This is an optimization exercise on Yosys and OpenROAD, whose aim is small area, a short achievable clock period and few clock cycles per item, not a production implementation.
Function was checked by simulation only, so behaviour that the tests miss may differ from the original.
Power figures rest on the tool's default switching activity, not on a simulated workload.

==> module sd_back, before the edit <==
module sd_back (
    input  wire [68:12] e,
    input  wire         o12,
    input  wire         n,
    output wire [63:0]  y
);
    wire [21:0] top = e[68:47] ^ {22{n}};
    reg  [4:0]  lz;
    integer i;
    always @* begin
        lz = 5'd21;
        for (i = 0; i < 22; i = i + 1)
            if (top[i]) lz = 21 - i;
    end
    wire [68:0]  ex0 = {e, 12'd0};
    wire [68:0]  s8  = ({69{lz[4]}} & {ex0[52:0], 16'd0}) | ({69{lz[3]}} & {ex0[60:0], 8'd0})
                     | ({69{~lz[4] & ~lz[3]}} & ex0);
    wire [68:0]  s4  = lz[2] ? {s8[64:0], 4'd0} : s8;
    wire [68:0]  s2  = lz[1] ? {s4[66:0], 2'd0} : s4;
    wire [68:15] s1  = lz[0] ? s2[67:14]        : s2[68:15];
    wire [2:0]  hi3 = e[14:12];
    wire        z   = ~(o12 | (hi3[0] & (lz <= 5'd2)) | (hi3[1] & (lz <= 5'd1))
                          | (hi3[2] & (lz == 5'd0)));
    wire [53:0] v   = s1 ^ {54{n}};
    wire        stk = ~z;
    wire        grd = v[0] ^ (n & z);
    wire        ca  = n & z & v[0];
    wire        inc = ca | (grd & (stk | v[1]));
    wire [10:0] ex  = 11'd1030 - {6'd0, lz};
    wire [51:0] m   = v[52:1];
    reg  [51:0] pa [0:6];
    reg  [51:0] c;
    integer k, d;
    always @* begin
        pa[0] = m;
        for (d = 0; d < 6; d = d + 1) begin
            pa[d+1] = pa[d];
            for (k = 0; k < 52; k = k + 1)
                if (((k >> d) & 1) == 1)
                    pa[d+1][k] = pa[d][k] & pa[d][((k >> d) << d) - 1];
        end
        c[0] = inc;
        for (k = 1; k < 52; k = k + 1)
            c[k] = inc & pa[6][k-1];
    end
    assign y = {n, ex, m ^ c};
endmodule
export LEC_CHECK = 0
export CAP_MARGIN = 20
export CORE_MARGIN = 2
export CORE_UTILIZATION = 55
export SLEW_MARGIN = 20
export SYNTH_HIERARCHICAL = 1
create_clock -name core_clock -period 35.0 [get_ports {clk}]
standard.sh (not shown) runs the stock make flow with config.mk's settings and CLKGATE_MAP_FILE= SYNTH_SCRIPT=/design/flow/synth_recipe.tcl, a recipe that flattens the netlist after the stock synthesis.
==> flow/flow/run.sh <==
#!/bin/bash
# Layout: the standard flow (standard.sh, unchanged synthesis), with
#  - the buffers that synthesis (ABC) inserted removed at floorplan, before
#    the standard repair_design sizes and buffers the netlist again;
#  - ORFS's timing repair asked for more setup slack than the 35 ns clock
#    needs, so that it sizes and buffers the design's real critical paths;
#  - every port buffered with buf_1 rather than the default buffer cell.
set -euo pipefail
cd "$(dirname "$0")/.."
bash standard.sh REMOVE_ABC_BUFFERS=1 SETUP_SLACK_MARGIN=26.9 \
    "BUFFER_PORTS_ARGS=-buffer_cell sky130_fd_sc_hd__buf_1" finish > make_finish.log 2>&1
Testbench counts at the start, summed over its fixed seeds: cycles 32,024, items 32,000.
Next try:
--- a/flow/design.v
+++ b/flow/design.v
@@ -898,7 +898,8 @@
     input  wire         n,
     output wire [63:0]  y
 );
-    wire [21:0] top = e[68:47] ^ {22{n}};
+    wire [68:12] ee = e ^ {57{n}};                
+    wire [21:0] top = ee[68:47];
     reg  [4:0]  lz;
     integer i;
     always @* begin
@@ -906,16 +907,16 @@
         for (i = 0; i < 22; i = i + 1)
             if (top[i]) lz = 21 - i;
     end
-    wire [68:0]  ex0 = {e, 12'd0};
-    wire [68:0]  s8  = ({69{lz[4]}} & {ex0[52:0], 16'd0}) | ({69{lz[3]}} & {ex0[60:0], 8'd0})
+    wire [68:0]  ex0 = {ee, {12{n}}};
+    wire [68:0]  s8  = ({69{lz[4]}} & {ex0[52:0], {16{n}}}) | ({69{lz[3]}} & {ex0[60:0], {8{n}}})
                      | ({69{~lz[4] & ~lz[3]}} & ex0);
-    wire [68:0]  s4  = lz[2] ? {s8[64:0], 4'd0} : s8;
-    wire [68:0]  s2  = lz[1] ? {s4[66:0], 2'd0} : s4;
-    wire [68:15] s1  = lz[0] ? s2[67:14]        : s2[68:15];
+    wire [68:0]  s4  = lz[2] ? {s8[64:0], {4{n}}} : s8;
+    wire [68:0]  s2  = lz[1] ? {s4[66:0], {2{n}}} : s4;
+    wire [68:15] s1  = lz[0] ? s2[67:14]          : s2[68:15];
     wire [2:0]  hi3 = e[14:12];
     wire        z   = ~(o12 | (hi3[0] & (lz <= 5'd2)) | (hi3[1] & (lz <= 5'd1))
                           | (hi3[2] & (lz == 5'd0)));
-    wire [53:0] v   = s1 ^ {54{n}};
+    wire [53:0] v   = s1;
     wire        stk = ~z;
     wire        grd = v[0] ^ (n & z);
     wire        ca  = n & z & v[0];
After rerunning:
- power went down by 6.7%
- clock skew came out lower by 0.0059 ns
- design area came out higher by 1.4%
- critical path depth does not change
- synthesized cell count rises by 7.4%
- routed wire length is higher by 3.5%
- via count rises by 7.7%
- fmax drops by 0.76%
Testbench counts after the change, summed over its fixed seeds: cycles 32,024, items 32,000.

what the ideal ports hide:
Ports are ideal in the flow. The routed layouts listed here were re-timed in OpenROAD.
Step 1 assumes that a clkbuf_16 drives the clock port and a buf_2 every other input.
Step 2 also shifts input and output timing later by t, the mid clock arrival at the registers, as if the neighbouring blocks saw the same clock.
Three values: ideal ports, drivers, drivers and shift; two values: the first two.
run | t (ns) | setup WS [ns] | worst setup path at the end | slew at the worst register clock pin (ns) | worst data-port slew with drivers (ns)
the first run | 0.499 | 26.995 / 26.948 / 26.637 | input to register | 0.08 / 0.08 | 0.05
the second run | 0.534 | 26.934 / 26.876 / 26.602 | input to register | 0.08 / 0.08 | 0.04
After both steps setup and hold are still met in every run listed. The setup slack of the first run, which loses most, moves by -0.047 ns with the drivers and by -0.358 ns with both steps.
